Context: an optimization exercise on an open-source flow, tuned for small area and a short achievable clock period. The choices shown serve that exercise and are no tape-out recipe. Function was not checked in any run shown here: the RTL went through the layout flow alone. Power figures rest on the tool's default switching activity, not on a simulated workload.

### design.v
module dc_cond (
    input  wire [2:0]  phase,
    input  wire [15:0] win,
    input  wire [9:0]  cnt,
    input  wire [15:0] crc,
    input  wire        crc_ok,
    input  wire        prev_e,
    input  wire [2:0]  err,
    output wire        in_hop,
    output wire        take,           
    output wire        pf_end,         
    output wire        byte_end,       
    output wire        cnt_en,         
    output wire [9:0]  cnt_inc,
    output wire [15:0] crc_nx,         
    output wire        crc_ok_nx,      
    output wire [1:0]  rs,             
    output wire [1:0]  clr,            
    output wire [1:0]  commit,
    output wire [1:0]  hop,            
    output wire [5:0]  ph,             
    output wire [5:0]  er              
);
    localparam [2:0] PH_WAITPRE  = 3'd2;
    localparam [2:0] PH_WAITSTA  = 3'd3;
    localparam [2:0] PH_PREFETCH = 3'd4;
    localparam [2:0] PH_PAYLOAD  = 3'd5;
    localparam [2:0] PH_HOP      = 3'd6;
    localparam [2:0] ERR_NOSTART = 3'd1;
    localparam [2:0] ERR_STUFF   = 3'd2;
    localparam [2:0] ERR_NOEND   = 3'd3;
    localparam [2:0] ERR_CRC     = 3'd4;
    localparam [15:0] CRC_POLY     = 16'h8408;
    localparam [15:0] CRC_RESIDUAL = 16'hF0B8;
    wire wp = (phase == PH_WAITPRE);
    wire ws = (phase == PH_WAITSTA);
    wire pf = (phase == PH_PREFETCH);
    wire pl = (phase == PH_PAYLOAD);
    assign in_hop = (phase == PH_HOP);
    wire b         = win[8];
    wire stuff_due = &win[7:3];
    wire c7        = (cnt[2:0] == 3'd7);
    wire stuff_err = pl & stuff_due & b;
    assign take     = pl & ~stuff_due;
    wire noend     = take & (cnt == 10'd1020);
    wire nostart   = ws & (cnt[3:0] == 4'd15);
    assign pf_end   = pf & c7;
    assign byte_end = take & c7;
    assign cnt_en   = wp | ws | pf | take;
    assign cnt_inc  = cnt + 10'd1;
    wire [15:0] crc_s = {1'b0, crc[15:1]} ^ ((b ^ crc[0]) ? CRC_POLY : 16'h0000);
    assign crc_nx = pf_end ? 16'hFFFF : (take ? crc_s : crc);
    wire stuff_nx = &win[8:4];
    assign crc_ok_nx = stuff_nx ? (crc_nx == CRC_RESIDUAL)
                                : ((win[9] ^ crc_nx[0]) & (crc_nx[15:1] == 15'h74B0));
    wire flag_w = (win[15:9] == 7'b1111110);
    wire pre_w  = (win[15:1] == 15'h5555) & (cnt >= 10'd15);
    wire hop_w  = (cnt >= 10'd5);
    genvar i;
    generate
        for (i = 0; i < 2; i = i + 1) begin : lvl
            wire nd   = (i == 1) ? ~prev_e : prev_e;     
            wire fl   = flag_w & nd;
            wire pr   = pre_w & nd;
            wire hc   = hop_w & (nd != win[15]);
            wire r    = (nostart & ~fl) | stuff_err | (pl & fl) | noend;
            wire crcb = pl & fl & ~stuff_err & ~crc_ok;
            assign rs[i]     = r;
            assign clr[i]    = r | (wp & pr) | (ws & fl) | pf_end;
            assign commit[i] = pl & fl & ~stuff_err & crc_ok;
            assign hop[i]    = in_hop | (wp & ~pr & hc);
            assign ph[3*i +: 3] = r               ? PH_WAITPRE  :
                                  (wp & pr)       ? PH_WAITSTA  :
                                  (wp & hc)       ? PH_HOP      :
                                  (ws & fl)       ? PH_PREFETCH :
                                  pf_end          ? PH_PAYLOAD  : phase;
            assign er[3*i +: 3] = stuff_err              ? ERR_STUFF   :
                                  crcb                   ? ERR_CRC     :
                                  (noend & ~(pl & fl))   ? ERR_NOEND   :
                                  (nostart & ~fl)        ? ERR_NOSTART : err;
        end
    endgenerate
endmodule
module daisy_core (
    input  wire       clk,
    input  wire       rst,
    input  wire       op_valid,
    input  wire [3:0] op,
    output reg        cmd_ready,
    output reg        rx_active,
    output reg        hop_request,
    output reg        rdata_valid,
    output wire [7:0] rdata,
    output reg        radio_req,
    output wire       radio_channel,
    output reg        sink_byte_valid,
    output wire [7:0] sink_byte,
    output reg        sink_commit,
    output reg        sink_begin,
    output wire       sink_begin_chan
);
    localparam [2:0] PH_OFF      = 3'd0;
    localparam [2:0] PH_WAITPRE  = 3'd2;
    localparam [2:0] ERR_NONE    = 3'd0;
    reg [2:0]  phase;
    reg [15:0] win;
    reg [9:0]  cnt;
    reg [7:0]  acc;
    reg [15:0] crc;
    reg        crc_ok;
    reg        prev_e;
    reg        chan;
    reg [2:0]  err;
    reg [5:0]  tag;
    reg [5:0]  rd;
    assign rdata           = {2'b00, rd};
    assign radio_channel   = chan;
    assign sink_begin_chan = chan;
    assign sink_byte       = acc;
    wire        in_hop, take, pf_end, byte_end, cnt_en, crc_ok_nx;
    wire [9:0]  cnt_inc;
    wire [15:0] crc_nx;
    wire [1:0]  rs, clr, commit, hop;
    wire [5:0]  ph, er;
    dc_cond u_cond (
        .phase(phase), .win(win), .cnt(cnt), .crc(crc), .crc_ok(crc_ok),
        .prev_e(prev_e), .err(err),
        .in_hop(in_hop), .take(take), .pf_end(pf_end), .byte_end(byte_end),
        .cnt_en(cnt_en), .cnt_inc(cnt_inc), .crc_nx(crc_nx), .crc_ok_nx(crc_ok_nx),
        .rs(rs), .clr(clr), .commit(commit), .hop(hop), .ph(ph), .er(er)
    );
    wire e      = op[0];
    wire is_bit = op_valid & (op[3:1] == 3'b000);
    wire done   = op_valid & (op == 4'h5) & ~cmd_ready;    
    wire task_  = op_valid & cmd_ready;
    wire start  = task_ & (op == 4'h2);
    wire stop   = task_ & (op == 4'h3);
    wire serv   = task_ & (op == 4'h4) & in_hop;
    wire read   = task_ & (op[3:2] == 2'b10);
    wire takeer = task_ & (op == 4'hB);
    wire radio  = op_valid & (op[3:1] == 3'b001 || op == 4'h4);    
    wire       d     = ~(prev_e ^ e);
    wire [2:0] bph   = e ? ph[5:3] : ph[2:0];
    wire [2:0] ber   = e ? er[5:3] : er[2:0];
    always @(posedge clk) begin
        if (is_bit) begin
            win    <= {d, win[15:1]};
            crc    <= crc_nx;
            crc_ok <= crc_ok_nx;
        end
        if (is_bit & take) acc <= {win[8], acc[7:1]};
        if ((is_bit & (e ? clr[1] : clr[0])) | done) cnt <= 10'd0;
        else if (is_bit & cnt_en)                    cnt <= cnt_inc;
        case (op[1:0])
            2'b00:   rd <= {3'd0, phase};
            2'b01:   rd <= {5'd0, chan};
            2'b10:   rd <= tag;
            default: rd <= {3'd0, err};
        endcase
        if (rst) begin
            phase           <= PH_OFF;
            prev_e          <= 1'b0;
            chan            <= 1'b0;
            err             <= ERR_NONE;
            tag             <= 6'd0;
            cmd_ready       <= 1'b1;
            rx_active       <= 1'b0;
            hop_request     <= 1'b0;
            rdata_valid     <= 1'b0;
            radio_req       <= 1'b0;
            sink_byte_valid <= 1'b0;
            sink_commit     <= 1'b0;
            sink_begin      <= 1'b0;
        end else begin
            if (is_bit) begin
                prev_e <= e;
                phase  <= bph;
                err    <= ber;
                if (pf_end) tag <= {d, win[15:11]};
            end else if (done) begin
                phase  <= PH_WAITPRE;
            end else if (stop) begin
                phase  <= PH_OFF;
            end else if (takeer) begin
                err    <= ERR_NONE;
            end
            chan            <= chan ^ serv;
            cmd_ready       <= done | (cmd_ready & ~(start | serv));
            rx_active       <= done | (rx_active & ~stop);
            hop_request     <= is_bit ? (cmd_ready & (e ? hop[1] : hop[0]))
                                      : (hop_request & ~radio);
            rdata_valid     <= read;
            radio_req       <= start | serv;
            sink_byte_valid <= is_bit & byte_end;
            sink_commit     <= is_bit & (e ? commit[1] : commit[0]);
            sink_begin      <= (is_bit & (e ? rs[1] : rs[0])) | done;
        end
    end
endmodule
### flow/run.sh
#!/bin/bash
# ORFS layout through the standard.sh, with these changes:
#  - synthesis may not use the slow many-input OR / NOR cells (added to the
#    platform's don't-use list);
#  - ports are buffered with buf_4 instead of the smallest buffer the resizer picks;
#  - timing repair may swap a cell for one with another footprint.
# Each tool's output goes to a log file of its own in this folder.
set -euo pipefail
BASE=$(make -s -C "$FLOW_HOME" DESIGN_CONFIG="$PWD/config.mk" WORK_HOME="$PWD/orfs" print-DONT_USE_CELLS 2>/dev/null \
       | sed -n 's/^DONT_USE_CELLS: //p' | tail -1)
SLOW=""
for c in or3_1 or3_2 or3_4 or3b_1 or3b_2 or3b_4 or4_1 or4_2 or4_4 or4b_1 or4b_2 or4b_4 \
         or4bb_1 or4bb_2 or4bb_4 nor4_1 nor4_2 nor4_4 nor4b_1 nor4b_2 nor4b_4 nor4bb_1 nor4bb_2 nor4bb_4; do
  SLOW="$SLOW sky130_fd_sc_hd__$c"
done
echo "DONT_USE_CELLS=$BASE $SLOW" > dont_use.log
bash standard.sh "DONT_USE_CELLS=$BASE $SLOW" synth > synth.log 2>&1
bash standard.sh "DONT_USE_CELLS=$BASE $SLOW" MATCH_CELL_FOOTPRINT=0 \
  "BUFFER_PORTS_ARGS=-buffer_cell sky130_fd_sc_hd__buf_4" finish > layout.log 2>&1
### standard.sh
#!/bin/bash
# synth_recipe.tcl (not shown) runs the flow's synth.tcl, then flattens the netlist and writes it again
# the make line also repeats each setting of config.mk as NAME=value (left out here)
make -C /OpenROAD-flow-scripts/flow DESIGN_CONFIG=/design/flow/config.mk WORK_HOME=/design/flow/orfs CLKGATE_MAP_FILE= SYNTH_SCRIPT=/design/flow/synth_recipe.tcl "${@:-finish}"
### config.mk
export PLATFORM = sky130hd
export DESIGN_NAME = daisy_core
export DESIGN_NICKNAME = daisy_core
export VERILOG_FILES = /design/flow/design.v
export SDC_FILE = /design/flow/constraint.sdc
export NUM_CORES = 4
export LEC_CHECK = 0
export CAP_MARGIN = 20
export CORE_MARGIN = 2
export CORE_UTILIZATION = 40
export SETUP_SLACK_MARGIN = 1.8
export SLEW_MARGIN = 20
### constraint.sdc
create_clock -name core_clock -period 3.5 [get_ports {clk}]
set_input_delay 0.7000 -clock core_clock [delete_from_list [all_inputs] [get_ports {clk}]]
set_output_delay 0.7000 -clock core_clock [all_outputs]
set_load 0.01 [all_outputs]
==> impl_results.md, run 1 <==
* CP arrival at around 2300 ps
* Post-synthesis instance total at between 400 and 500
* Post-Layout Cell Count at between 600 and 700
* Cell with the most instances after synthesis: nand2_1
* Simple-Gate Fraction of Synth Area at 25.64%
* Setup CP Type: flop to flop
* Mux cell area share after synthesis at 2.366%
* Clock buffer depth at 2
* Routed vias/inst at approximately 5.6
* Placed Instances at roughly 550
* PwrDens at between 300 and 400 mW/mm²
* DPL Wire Length at 6.019 mm
* Synth Area in XOR/XNOR at between 3 and 4%
* Cell Area, Synth at around 0.0039 mm²
* Antenna Nets Post-Route at 0
* Main combinational cell family by area after synthesis: simple AND/OR/NAND/NOR gates
* Number of synthesized flops with an enable pin at 40
* Worst EP required at around 3700 ps
* Ys async rst share at 0%
* Max Clock Skew at ~11 ps
* Slew Viols, Final at 0
* Routed via count at 3,473
* CTS Buf Count at 9
* Wirelength, routed at ~11 mm
* Initial DRC count at 242
* Antenna cells at 0
* Register bit total from synthesis at 78
* Seq/Total Area, Yosys at between 50 and 60%
* Clock Latency Late Sink at approximately 360 ps
* Most common library cells after synthesis: nand2_1, edfxtp_1, dfxtp_1
* Syn avg cell area at ~9.7 µm²
* Area after DPL at around 0.0043 mm²
* Element type at the critical path end: flop
* DRC at 0
* GRT Util Overall at 19.11%
* Die ar. at 0.01059 mm²
* CTS sink cnt at ~80
* First-pass GRT wire length at 15.53 mm
* I/O pins at 33
* Largest net degree at the start of global routing at 24
* Pleak at 2.036 nW
* Final Net Count at about 500
* H-tree Lvls at 3
* Worst hold slack at roughly 460 ps
* Synth Warn # at 1
* Max IR drop VDD at 0.2795 mV
* Pre-CTS setup slack at between 800 and 900 ps
* Input/output buffers at 30
* First-pass DRT Iterations at 5
* Worst Hold Path Cells at 2
* Final hold violation count at 0
* Final setup viols at 0
* Worst Setup Slack, final at 1421 ps
* Fillers at just over 800
* Number of global-route vias before repair at 3,065
* Synth top area cells: edfxtp_1, dfxtp_1, nand2_1, nand3_1, nor2_1
* Status: no timing/DRC/antenna violations
* Initial Util at 40.60%
* Clock Pin Slew Worst Setup and Hold Paths at about 80 ps
* Die X at approximately 100 µm
* Peak Freq at around 0.48 GHz
* MaxCap Viol Count at 0
* RSZ-0062 raised after global routing: true
* Die Y-Extent at between 100 and 150 µm
* CTS tree: built
* Synth Area in Compound Gates at a little under an eighth
* Largest area contributor in the netlist: edfxtp_1
* Post-synth top area share at a little under a third
* Share of layout cells above drive strength 1 at between 30% and 40%
* Cell depth of the worst flop-to-flop path at 7
* CP Max Fanout at 5
* Setup TNS at 0 ps
* Root Driver: clkbuf_8
* Fin crit share at between 50% and 60%
* Post-Layout Inst Area at between 0.005 and 0.006 mm²
* Core ar. at slightly below 0.01 mm²
* Setup crit start kind: flop
* Initial antenna violation count at 0
* Post-Synth Adder-Cell Area at under 10%
* Ys flop type: edfxtp_1
* Fin crit period at between 2000 and 2500 ps
* Grt ovf at 0
* Yosys cell types at 63
* Drt wl/cell at about 17 µm
* Row count at 36
* Area grow syn2layout at 38.65%
* Hold Crit Class: flop to flop
* GPL Wtd Cong at between 0.8 and 0.9
## cells by family after synthesis
family / count (synthesis)
buffers and inverters: 34
AND/OR/NAND/NOR: 192
other: 1
AO/OA/AOI/OAI: 67
flip-flops: 78
XOR/XNOR: 17
adder cells (fa/ha/maj): 5
multiplexers: 8
## timing repair
action	CTS	global route
resized for setup	56	61
setup endpoints to repair	52	34
pin swaps	21	43
hold endpoints to repair	0	0
setup buffers	34	23
hold buffers	0	0
gates cloned	2	2
## state kept, by name (all words and copies together), names as in the netlist
register and flops:
prev_e 1, sink_commit 1, rx_active 1, cmd_ready 1
win 15, tag 6, phase 3, rd 6
crc_ok 1, sink_byte_valid 1, cnt 10, radio_req 1
acc 8, err 3, hop_request 1, crc 16
chan 1, rdata_valid 1, sink_begin 1
## critical path, cell delays in order (launching register included)
cell and delay [ps]:
edfxtp_1 470, nand4_1 200, o21ai_2 220, buf_6 160
nand4bb_1 120, a221oi_2 250, nand3_1 160, a2111oi_4 300
## metrics by stage
step	utilization [%]	power (mW)
after floorplan	-	1.054
after global placement	44.20	1.074
after detailed placement	44.20	1.076
after CTS	51.44	1.854
after global routing	56.30	1.925
final	56.30	1.857
## per-layer routing
| metal | track usage [%] | up-vias | wire length, µm |
|---|---|---|---|
| li1 | - | 1635 | - |
| met1 | 27.59 | 1669 | 4874 |
| met2 | 28.37 | 142 | 5087 |
| met3 | 4.678 | 27 | 681 |
| met4 | 5.769 | 0 | 221 |
| met5 | 0 | - | 0 |
## layout make-up
| cell class | count | area (µm²) | area share [%] |
|---|---|---|---|
| sequential | 78 | 1988 | 36.64 |
| clock buffer | 10 | 127.6 | 2.352 |
| tap | 133 | 166.4 | 3.067 |
| timing repair buffer | 94 | 808.3 | 14.90 |
| clock inverter | 6 | 90.09 | 1.660 |
| multi-input combinational | 293 | 2216 | 40.83 |
| inverter | 8 | 30.03 | 0.5534 |
## final timing paths
kind	startpoint	endpoint	slack [ps]
setup / recovery	win[7]	crc_ok	1420
hold / removal	tag[4]	tag[4]	460
setup reg to reg	win[7]	crc_ok	1420
hold reg to reg	tag[4]	tag[4]	460
## placed cells by master (no fill, tap or decap), drive strengths merged, types with 3 or more instances in the layout
master,count
nand2b,6
buf,94
and2,4
nand4,13
nand3,30
xor2,12
a21oi,14
mux2i,7
nand4b,6
a211oi,3
o21ai,16
xnor2,5
inv,12
dfxtp,38
and3,11
nor3,5
and4,4
nand3b,5
a31oi,4
o211ai,6
edfxtp,40
a21boi,3
nand2,52
nor2b,9
nor2,33
clkbuf,10
ha,5
or2,4
and4b,3
## where the power goes
group	switching [mW]	internal, mW	leakage [nW]	total, mW
registers	0.0130	0.963	0.674	0.976
logic	0.0678	0.0561	1.25	0.124
clock network	0.349	0.408	0.112	0.757
total	0.430	1.43	2.04	1.86
==> run 2: changes to the inputs <==
--- a/config.mk
+++ b/config.mk
@@ -10,3 +10,4 @@
 export CORE_UTILIZATION = 40
 export SETUP_SLACK_MARGIN = 1.8
 export SLEW_MARGIN = 20
+export SYNTH_HIERARCHICAL = 1
==> run 2 against run 1 <==
Combinational power decreased by 47%. Largest power group unchanged. Still clean on timing, DRC and antenna. Critical path type unchanged. Critical endpoint is now cnt[7]. Critical path depth increased by 3. Register-to-register slack got worse by 390 ps. Non-clock buffer count decreased by 33. Cell area decreased by 6.6%. First-iteration DRC count increased by 5.8%. Largest cell class unchanged. Final cell count decreased by 1.6%. Power decreased by 4.9%.
==> impl_results.md, run 2 <==
* Net Sw Frac at about 22%
* CTS Buf Count at 9
* CP Launch Point: win[14]
* Number of global-route vias before repair at around 3,100
* Largest net degree at the start of global routing at 29
* Max Clock Skew at just under 7 ps
* Setup CP Type: flop to flop
* Final hold violation count at 0
* Post-synthesis instance total at about 420
* Setup TNS at 0 ps
* Max IR drop VDD at 0.1733 mV
* I/O pins at 33
* Setup crit start kind: flop
* Grt ovf at 0
* Final Net Count at approximately 500
* Routed via count at 3,366
* Final setup viols at 0
* Cell breakdown of the critical path: buf_4 > nand4b_1 > nor2_2 > nand2_2 > nor2_1 > nand4bb_1 > mux2i_2 > a2111o_1 > a22oi_1 > nor2_1
* CTS tree: built
* Cell family with most CP delay: simple AND/OR/NAND/NOR gates
* Element type at the critical path end: flop
* Hold_sp: tag[4]
* Fin crit period at between 2000 and 2500 ps
* Fin crit share at a little over two thirds
* Share of layout cells above drive strength 1 at roughly 31%
* Area grow syn2layout at 25.53%
* Worst-margin pin slew at between 500 and 600 ps
* Status: no timing/DRC/antenna violations
* Metal-1 WL at about 4.7 mm
* Peak Freq at roughly 0.41 GHz
* CTS sink cnt at between 70 and 80
* Slew Viols, Final at 0
* H-tree Lvls at 3
* Sequential Power Share at 54.6%
* Slowest CP cell: a2111o_1
* Cell Area, Synth at roughly 0.0040 mm²
* Wirelength, routed at around 10 mm
* Antenna Nets Post-Route at 0
* DPL Wire Length at slightly above 6 mm
* Hold Crit Class: flop to flop
* Post-CTS Hold Buffers at 0
* Synth Warn # at 7
* Initial DRC count at around 260
* Clk pwr share at roughly two fifths
* Syn avg cell area at approximately 9.6 µm²
* Fillers at between 800 and 900
* PwrDens at ~350 mW/mm²
* RSZ-0062 raised after global routing: true
* Regs by FF count: crc: 16 flops, win: 15 flops, cnt: 10 flops
* Net Sw Power at between 0.3 and 0.4 mW
* Initial antenna violation count at 0
* CP Max Fanout at 6
* Final core utilization at about half
* CP arrival at 2700 ps
* WL met3 at about 400 µm
* First-pass DRT Iterations at 5
* Met2 wire len at about 4.6 mm
* Cell mode on critical path: nor2_1
* MaxCap Viol Count at 0
* Top sig layer: met4
* Row count at 36
* Worst hold slack at 452.6 ps
* Root Driver: clkbuf_8
* Relative slew margins at between 60% and 70%
* GPL Wtd Cong at between 0.8 and 0.9
* Input/output buffers at 30
* Most common cell after layout, fill and taps aside: nand2_1
* Power Total at roughly 1.8 mW
* Die ar. at between 0.01 and 0.015 mm²
* Die Y-Extent at between 100 and 150 µm
* Largest register FFs at 16
* Die X at 104.5 µm
* Initial Util at 41.32%
* DRC at 0
* Worst EP required at roughly 3700 ps
* Core ar. at between 0.009 and 0.01 mm²
* GRT Util Overall at a little under a fifth
* Largest Register: crc
* Clock Pin Slew Worst Setup and Hold Paths at 80 ps
* Beginning of the worst register-to-register path: win[14]
* Routed vias/inst at about 5.5
* Critical path buffers and inverters at 1
* Drt wl/cell at ~16 µm
* Most frequent cells in the layout: nand2_1, buf_4, edfxtp_1
* Largest stage delay, worst path at between 500 and 600 ps
* Logic pwr share at around 3.7%
* Internal power at between 1 and 1.5 mW
* First-pass GRT wire length at between 15 and 20 mm
* Pleak at roughly 1.9 nW
* Antenna cells at 0
* Clock buffer depth at 2
* Clock Latency Late Sink at between 300 and 400 ps
-- run 2: cell type report --
type / count / area (µm²) / area share, %
Multi-Input combinational cell: 314 / 2157 / 42.55
Clock inverter: 6 / 85.08 / 1.678
Sequential cell: 78 / 1986 / 39.17
Tap cell: 133 / 166.4 / 3.282
Clock buffer: 10 / 127.6 / 2.517
Timing Repair Buffer: 61 / 493.0 / 9.724
Inverter: 10 / 55.05 / 1.086
-- run 2: worst register-to-register path: cells and delay by family (launching register included) --
family	cells	cell delay (ps)
simple gates	6	980
buf+inv	1	140
flops	1	390
mux	1	110
compound gates	2	730
-- run 2: final timing paths --
path / endpoint / slack, ps / cells past startpoint
max: cnt[7] / 1030 / 10
min: tag[4] / 450 / 2
min reg2reg: tag[4] / 450 / 2
max reg2reg: cnt[7] / 1030 / 10
-- run 2: timing repair --
action | 4_1_cts | 5_1_grt
gates cloned | 2 | 0
setup endpoints to repair | 83 | 65
resized for setup | 34 | 40
setup buffers | 21 | 7
pin swaps | 20 | 21
-- run 2: routing by layer --
| layer | up-vias | track usage [%] |
|---|---|---|
| met1 | 1628 | 26.86 |
| li1 | 1637 | - |
| met2 | 89 | 27.59 |
| met5 | - | 0 |
| met4 | 0 | 4.826 |
| met3 | 12 | 3.571 |
-- run 2: power by group through the flow --
| stage | Sequential (mW) | Combinational (mW) | Clock (mW) |
|---|---|---|---|
| finish | 0.965 | 0.0661 | 0.735 |
| CTS | 0.967 | 0.0642 | 0.752 |
| detailed placement | 0.990 | 0.0578 | 0 |
| floorplan | 0.987 | 0.0412 | 0 |
| global placement | 0.990 | 0.0575 | 0 |
| global route | 0.967 | 0.0721 | 0.790 |
-- run 2: through the flow --
| step | instance area (µm²) | setup slack (ps) | cells |
|---|---|---|---|
| after floorplan | 4078 | 1282 | 423 |
| after global placement | 4349 | 945.1 | 566 |
| after detailed placement | 4349 | 877.1 | 566 |
| after CTS | 4860 | 1042 | 605 |
| after global routing | 5070 | 884.5 | 612 |
| final | 5070 | 1034 | 612 |
==> run 3: changes to the inputs <==
--- a/design.v
+++ b/design.v
@@ -3,7 +3,6 @@
     input  wire [15:0] win,
     input  wire [9:0]  cnt,
     input  wire [15:0] crc,
-    input  wire        crc_ok,
     input  wire        prev_e,
     input  wire [2:0]  err,
     output wire        in_hop,
@@ -13,7 +12,6 @@
     output wire        cnt_en,         
     output wire [9:0]  cnt_inc,
     output wire [15:0] crc_nx,         
-    output wire        crc_ok_nx,      
     output wire [1:0]  rs,             
     output wire [1:0]  clr,            
     output wire [1:0]  commit,
@@ -50,9 +48,7 @@
     assign cnt_inc  = cnt + 10'd1;
     wire [15:0] crc_s = {1'b0, crc[15:1]} ^ ((b ^ crc[0]) ? CRC_POLY : 16'h0000);
     assign crc_nx = pf_end ? 16'hFFFF : (take ? crc_s : crc);
-    wire stuff_nx = &win[8:4];
-    assign crc_ok_nx = stuff_nx ? (crc_nx == CRC_RESIDUAL)
-                                : ((win[9] ^ crc_nx[0]) & (crc_nx[15:1] == 15'h74B0));
+    wire crc_ok = stuff_due ? (crc == CRC_RESIDUAL) : (crc_s == CRC_RESIDUAL);
     wire flag_w = (win[15:9] == 7'b1111110);
     wire pre_w  = (win[15:1] == 15'h5555) & (cnt >= 10'd15);
     wire hop_w  = (cnt >= 10'd5);
@@ -107,7 +103,6 @@
     reg [9:0]  cnt;
     reg [7:0]  acc;
     reg [15:0] crc;
-    reg        crc_ok;
     reg        prev_e;
     reg        chan;
     reg [2:0]  err;
@@ -117,16 +112,16 @@
     assign radio_channel   = chan;
     assign sink_begin_chan = chan;
     assign sink_byte       = acc;
-    wire        in_hop, take, pf_end, byte_end, cnt_en, crc_ok_nx;
+    wire        in_hop, take, pf_end, byte_end, cnt_en;
     wire [9:0]  cnt_inc;
     wire [15:0] crc_nx;
     wire [1:0]  rs, clr, commit, hop;
     wire [5:0]  ph, er;
     dc_cond u_cond (
-        .phase(phase), .win(win), .cnt(cnt), .crc(crc), .crc_ok(crc_ok),
+        .phase(phase), .win(win), .cnt(cnt), .crc(crc),
         .prev_e(prev_e), .err(err),
         .in_hop(in_hop), .take(take), .pf_end(pf_end), .byte_end(byte_end),
-        .cnt_en(cnt_en), .cnt_inc(cnt_inc), .crc_nx(crc_nx), .crc_ok_nx(crc_ok_nx),
+        .cnt_en(cnt_en), .cnt_inc(cnt_inc), .crc_nx(crc_nx),
         .rs(rs), .clr(clr), .commit(commit), .hop(hop), .ph(ph), .er(er)
     );
     wire e      = op[0];
@@ -146,7 +141,6 @@
         if (is_bit) begin
             win    <= {d, win[15:1]};
             crc    <= crc_nx;
-            crc_ok <= crc_ok_nx;
         end
         if (is_bit & take) acc <= {win[8], acc[7:1]};
         if ((is_bit & (e ? clr[1] : clr[0])) | done) cnt <= 10'd0;
==> run 3 against run 2 <==
Cell area decreased by 5.9%. Global-route usage is essentially flat. Clock power down 1%. First-iteration DRC count shrank 13%. Final cell count down 4.2%. Fmax fell by 2.0%. Worst setup slack lost 49 ps. Count of clock-buffer cells in the layout unchanged. Sequential share of layout area grew 1.7 points. Critical path type unchanged.
==> impl_results.md, run 3 <==
* Clock Latency Late Sink at about 350 ps
* Final Net Count at 460
* Share of layout cells above drive strength 1 at roughly 29%
* Final setup viols at 0
* Area taken by multi-input logic gates at about 0.002 mm²
* First-pass DRT Iterations at 5
* Initial Util at 40.65%
* Worst-margin pin slew at 568.0 ps
* Pre-CTS setup slack at about 950 ps
* Drt wl/cell at around 16 µm
* Antenna Nets Post-Route at 0
* Most common cell after layout, fill and taps aside: nand2_1
* Routed via count at around 3,300
* I/O pins at 33
* Cell family with most CP delay: compound AO/OA/AOI/OAI gates
* Grt ovf at 0
* Slowest CP cell: a2111o_1
* First-pass GRT wire length at 14.95 mm
* Sequential Power Share at between 50% and 60%
* H-tree Lvls at 3
* Register area at just under 0.002 mm²
* Area grow syn2layout at 21.74%
* Post-Layout Inst Area at ~0.0048 mm²
* Fin crit period at 2516 ps
* Most frequent cells in the layout: nand2_1, buf_4, edfxtp_1
* Regs by FF count: crc: 16 flops, win: 15 flops, cnt: 10 flops
* Input/output buffers at 30
* Initial DRC count at between 200 and 250
* Synth Warn # at 7
* Final core utilization at a little under 50%
* CTS Buf Count at 9
* Post-Layout Cell Count at between 500 and 600
* Fin crit share at between 70% and 80%
* Worst Hold Path Cells at 0
* MaxCap Viol Count at 0
* Post-synthesis instance total at between 400 and 500
* RSZ-0062 raised after global routing: true
* Clock Pin Slew Worst Setup and Hold Paths at approximately 90 ps
* CTS sink cnt at 77
* Pleak at 1.836 nW
* CP Max Fanout at 5
* Syn avg cell area at roughly 9.6 µm²
* Cell breakdown of the critical path: inv_4 > ha_4 > and4_4 > o2111ai_4 > a21oi_2 > and3b_2 > nand4_1 > mux2i_2 > a2111o_1 > a22oi_1 > nor2_1
* FF-to-FF setup slack at around 980 ps
* Area after DPL at between 0.004 and 0.005 mm²
* Clock buffer depth at 2
* Status: no timing/DRC/antenna violations
* Final hold violation count at 0
* Die ar. at between 0.01 and 0.015 mm²
* Placed Instances at about 560
* Beginning of the worst register-to-register path: cnt[0]
* Relative slew margins at approximately three fifths
* Root Driver: clkbuf_8
* PwrDens at roughly 360 mW/mm²
* Largest net degree at the start of global routing at 28
* Hold_sp: win[2]
* GPL Wtd Cong at ~0.87
* Setup crit start kind: flop
* Slew Viols, Final at 0
* Number of global-route vias before repair at approximately 3,000
* Logic pwr share at approximately 3.7%
* Max Clock Skew at roughly 11 ps
* Largest register FFs at 16
* DPL Wire Length at between 6 and 7 mm
* Critical path buffers and inverters at 1
* Element type at the critical path end: flop
* Max IR drop VDD at 0.1613 mV
* Hold Crit Class: flop to flop
* Net Sw Power at between 0.3 and 0.4 mW
* Largest Register: crc
* Fillers at just over 900
* Wirelength, routed at 9.411 mm
* Cell depth of the worst flop-to-flop path at 11
* DRC at 0
* Routed vias/inst at 5.582
* Clk pwr share at 41.6%
* Die X at roughly 100 µm
* RR Endpoint: cnt[8]
* Post-CTS Hold Buffers at 0
* WHS Endpoint: win[1]
* GRT Util Overall at a little under a fifth
* Cell Area, Synth at about 0.0039 mm²
* Largest stage delay, worst path at around 570 ps
* Setup TNS at 0 ps
* Setup CP Type: flop to flop
* Worst EP required at roughly 3700 ps
* CTS tree: built
* Core ar. at between 0.009 and 0.01 mm²
* Internal power at 1.345 mW
* Net Sw Frac at around 23%
* CP arrival at between 2000 and 3000 ps
* Worst Setup Slack, final at roughly 1000 ps
* Power Total at about 1.7 mW
* Antenna cells at 0
* Worst hold slack at approximately 450 ps
* Peak Freq at ~0.40 GHz
* Die Y-Extent at ~100 µm
* Initial antenna violation count at 0
* Row count at 36
run 3: worst max-delay path by stage:
| stage | startpoint | endpoint | slack [ps] | cells past startpoint |
|---|---|---|---|---|
| 2_1_floorplan | cnt[0] | cnt[0] | 1250 | 12 |
| 3_3_place_gp | phase[0] | cnt[0] | 950 | 9 |
| 3_5_place_dp | cnt[0] | cnt[4] | 950 | 10 |
| 4_1_cts | cnt[1] | cnt[0] | 1090 | 11 |
| 5_1_grt | phase[1] | cnt[9] | 850 | 9 |
| 6_report | cnt[0] | cnt[8] | 980 | 11 |
run 3: power by group through the flow:
stage / Combinational (mW) / Sequential, mW / Clock (mW)
after floorplan: 0.0413 / 0.973 / 0
after global placement: 0.0573 / 0.975 / 0
after detailed placement: 0.0575 / 0.975 / 0
after CTS: 0.0636 / 0.952 / 0.734
after global routing: 0.0705 / 0.953 / 0.772
final: 0.0649 / 0.952 / 0.724
run 3: layer usage:
layer | vias to the layer above | track usage, % | part of all wire, %
li1 | 1553 | - | -
met1 | 1567 | 25.54 | 48
met4 | 0 | 5.972 | 1.6
met2 | 123 | 27.82 | 45
met3 | 28 | 4.610 | 5.0
met5 | - | 0 | 0
run 3: repair_timing:
action,in CTS,in global routing
pin swaps,18,5
endpoints found under the setup margin,78,34
cloned,2,0
resized for setup,43,19
setup buffers,10,3
run 3: worst reg2reg max path: cells and delay by family, from the launching register on:
| family | cells | cell delay (ps) |
|---|---|---|
| mux | 1 | 110 |
| flops | 1 | 370 |
| fa+ha+maj | 1 | 120 |
| buf+inv | 1 | 70 |
| compound gates | 4 | 1090 |
| simple gates | 4 | 650 |
run 3: area by class of cell:
type | instances | share of cell area, %
well taps | 133 | 3.488
multi-input cells | 299 | 41.83
repair buffers | 49 | 7.789
clock buffers | 10 | 3.121
clock inverters | 6 | 1.416
repair inverters | 1 | 0.1049
flip-flops and latches | 77 | 40.91
inverters | 11 | 1.338
==> run 4: changes to the inputs <==
--- a/flow/run.sh
+++ b/flow/run.sh
@@ -1,6 +1,6 @@
 #!/bin/bash
 # ORFS layout through the standard.sh, with these changes:
-#  - synthesis may not use the slow many-input OR / NOR cells (added to the
+#  - synthesis may not use the slow many-input OR / NOR and 5-input AOI / OAI cells (added to the
 #    platform's don't-use list);
 #  - ports are buffered with buf_4 instead of the smallest buffer the resizer picks;
 #  - timing repair may swap a cell for one with another footprint.
@@ -10,7 +10,7 @@
        | sed -n 's/^DONT_USE_CELLS: //p' | tail -1)
 SLOW=""
 for c in or3_1 or3_2 or3_4 or3b_1 or3b_2 or3b_4 or4_1 or4_2 or4_4 or4b_1 or4b_2 or4b_4 \
-         or4bb_1 or4bb_2 or4bb_4 nor4_1 nor4_2 nor4_4 nor4b_1 nor4b_2 nor4b_4 nor4bb_1 nor4bb_2 nor4bb_4; do
+         or4bb_1 or4bb_2 or4bb_4 a2111oi_0 a2111oi_1 a2111oi_2 a2111oi_4 a2111o_1 a2111o_2 a2111o_4 o2111ai_1 o2111ai_2 o2111ai_4 o2111a_1 o2111a_2 o2111a_4 nor4_1 nor4_2 nor4_4 nor4b_1 nor4b_2 nor4b_4 nor4bb_1 nor4bb_2 nor4bb_4; do
   SLOW="$SLOW sky130_fd_sc_hd__$c"
 done
 echo "DONT_USE_CELLS=$BASE $SLOW" > dont_use.log
==> run 4 against run 3 <==
Still clean on timing, DRC and antenna. Non-clock buffer count rose by 22. Die area increased by 3.0%. Sequential power is essentially flat. Clock skew about the same. Critical path depth unchanged. Worst hold slack hardly changed. Largest power group unchanged. Highest routed layer unchanged.
==> impl_results.md, run 4 <==
* Post-Layout Cell Count at 613
* First-pass GRT wire length at ~16 mm
* Cell breakdown of the critical path: and4b_2 > buf_4 > nand4_4 > o21ai_4 > a21oi_4 > nand4_1 > mux2_4 > o211ai_4 > buf_12 > a22oi_1 > nor2_1
* Syn avg cell area at ~9.7 µm²
* Initial DRC count at 175
* Clock Latency Late Sink at approximately 350 ps
* Hold Crit Class: flop to flop
* Max IR drop VDD at approximately 0.21 mV
* CP arrival at 2550 ps
* Peak Freq at between 0.4 and 0.5 GHz
* Sequential Power Share at between 50% and 60%
* Synth Warn # at 7
* Max Clock Skew at approximately 11 ps
* Placed Instances at about 560
* Clock Pin Slew Worst Setup and Hold Paths at 90 ps
* Number of global-route vias before repair at 3,136
* Final setup viols at 0
* Routed via count at about 3,300
* I/O pins at 33
* Initial Util at between 40% and 50%
* H-tree Lvls at 3
* GPL Wtd Cong at 0.8604
* Worst-margin pin slew at 583.2 ps
* CTS tree: built
* Row count at 36
* PwrDens at 327.0 mW/mm²
* GRT Util Overall at roughly 18%
* Setup CP Type: flop to flop
* Setup crit start kind: flop
* RSZ-0062 raised after global routing: true
* Die Y-Extent at between 100 and 150 µm
* CTS Buf Count at 9
* Initial antenna violation count at 0
* Core ar. at 0.009774 mm²
* DRC at 0
* Wirelength, routed at just under 10 mm
* DPL Wire Length at between 6 and 7 mm
* Largest stage delay, worst path at 420 ps
* Final hold violation count at 0
* Grt ovf at 0
* Antenna Nets Post-Route at 0
* Setup TNS at 0 ps
* Slowest CP cell: edfxtp_1
* Post-synthesis instance total at between 400 and 500
* First-pass DRT Iterations at 5
* Area grow syn2layout at 26.03%
* Regs by FF count: crc: 16 flops, win: 15 flops, cnt: 10 flops
* Net Sw Frac at 25.41%
* CTS sink cnt at a little under 80
* Clock buffer depth at 2
* Share of layout cells above drive strength 1 at between 30% and 40%
* Element type at the critical path end: flop
* Worst EP required at about 3800 ps
* Antenna cells at 0
* Die X at 104.5 µm
* Status: no timing/DRC/antenna violations
* Final Net Count at ~500
* Drt wl/cell at 15.93 µm
* Critical path buffers and inverters at 2
* Net Sw Power at about 0.42 mW
* Largest register FFs at 16
* Largest Register: crc
* Slew Viols, Final at 0
* Largest net degree at the start of global routing at 46
* Fin crit share at around 65%
* Most frequent cells in the layout: nand2_1, buf_4, edfxtp_1
* Clk pwr share at around 39%
* Root Driver: clkbuf_8
* MaxCap Viol Count at 0
* Pleak at approximately 2.0 nW
* Internal power at 1.243 mW
* Relative slew margins at between 60% and 70%
* Logic pwr share at 4.1%
* Routed vias/inst at 5.406
* CP Max Fanout at 10
* Cell Area, Synth at 0.004043 mm²
* Die ar. at 0.01093 mm²
* Cell family with most CP delay: simple AND/OR/NAND/NOR gates
* Fin crit period at between 2000 and 2500 ps
* Input/output buffers at 30
## run 4: final timing paths
| check | from | endpoint | slack (ps) | cells past startpoint |
|---|---|---|---|---|
| worst max-delay path | win[14] | cnt[7] | 1230 | 11 |
| worst min-delay path | win[2] | win[1] | 450 | 0 |
| worst max register to register | win[14] | cnt[7] | 1230 | 11 |
| worst min register to register | win[2] | win[1] | 450 | 0 |
## run 4: worst register-to-register path, stage by stage (launching register included)
cell      delay, ps
edfxtp_1        420
and4b_2         290
buf_4           160
nand4_4         120
o21ai_4          80
a21oi_4         140
nand4_1         140
mux2_4          300
o211ai_4        200
buf_12          160
a22oi_1          90
nor2_1          100
## run 4: metal layers
layer | wire length (µm) | vias up | share of wire (%) | track usage [%]
met3 | 412 | 12 | 4.2 | 3.493
met4 | 138 | 0 | 1.4 | 5.598
met2 | 4649 | 77 | 48 | 28.06
li1 | - | 1616 | - | -
met5 | 0 | - | 0 | 0
met1 | 4565 | 1609 | 47 | 25.09
## run 4: cell type report
type	count	area, µm²
clock inverters	7	65.06
fillers	886	4679
well taps	133	166.4
repair buffers	71	568.0
multi-input cells	306	2161
flip-flops and latches	77	1953
inverters	10	57.56
clock buffers	9	123.9
## run 4: through the flow
step	worst slack [ps]	hold WS, ps	utilization, %	instance area, µm²	power (mW)
final	1234	453.2	52.12	5095	1.666
after floorplan	1326	418.1	-	4104	1.018
after detailed placement	904.0	428.4	44.47	4347	1.034
after global routing	1141	469.5	52.12	5095	1.724
after CTS	1268	453.7	50.82	4967	1.681
after global placement	970.4	436.8	44.47	4347	1.033
## run 4: power by group through the flow
| stage | combinational (mW) | clock, mW | sequential, mW |
|---|---|---|---|
| 6_report | 0.0685 | 0.646 | 0.951 |
| 5_1_grt | 0.0742 | 0.698 | 0.952 |
| 4_1_cts | 0.0654 | 0.663 | 0.952 |
| 3_3_place_gp | 0.0569 | 0 | 0.976 |
| 2_1_floorplan | 0.0447 | 0 | 0.973 |
| 3_5_place_dp | 0.0583 | 0 | 0.976 |
## run 4: timing repair
action,in CTS,in global routing
endpoints found under the setup margin,84,79
resized for setup,55,20
pin swaps,17,12
hold buffers,0,0
buffers inserted,31,8

[port drivers added, routing unchanged]
How much do the figures lean on ideal ports? The routed layouts below were timed once more, with nothing changed but the port constraints. Step 1 (the two cells are an assumption about what drives the block):
set clk [get_ports {clk}]
set_driving_cell -lib_cell sky130_fd_sc_hd__clkbuf_16 $clk
set_driving_cell -lib_cell sky130_fd_sc_hd__buf_2 [delete_from_list [all_inputs] $clk]
Step 2, shift: input delay + t, output delay - t, t = (earliest + latest rising clock arrival at the registers) / 2. This alone moves slack from input paths to output paths. Slacks: no drivers / after step 1 / after step 2; pairs: no drivers / after step 1.
run	t (ns)	slack for setup (ns)	worst setup path after step 2	slew at the worst register clock pin (ns)
run 1	0.385	1.421 / 1.421 / 1.199	input to register	0.09 / 0.09
run 2	0.379	1.034 / 1.034 / 1.034	register to register	0.08 / 0.08
run 3	0.379	0.984 / 0.985 / 0.985	register to register	0.09 / 0.09
run 4	0.379	1.233 / 1.233 / 1.233	register to register	0.09 / 0.09
After both steps every run listed still meets setup and hold. For run 1, which loses most, drivers alone change the setup slack by 0.000 ns; drivers and shift together by -0.222 ns.
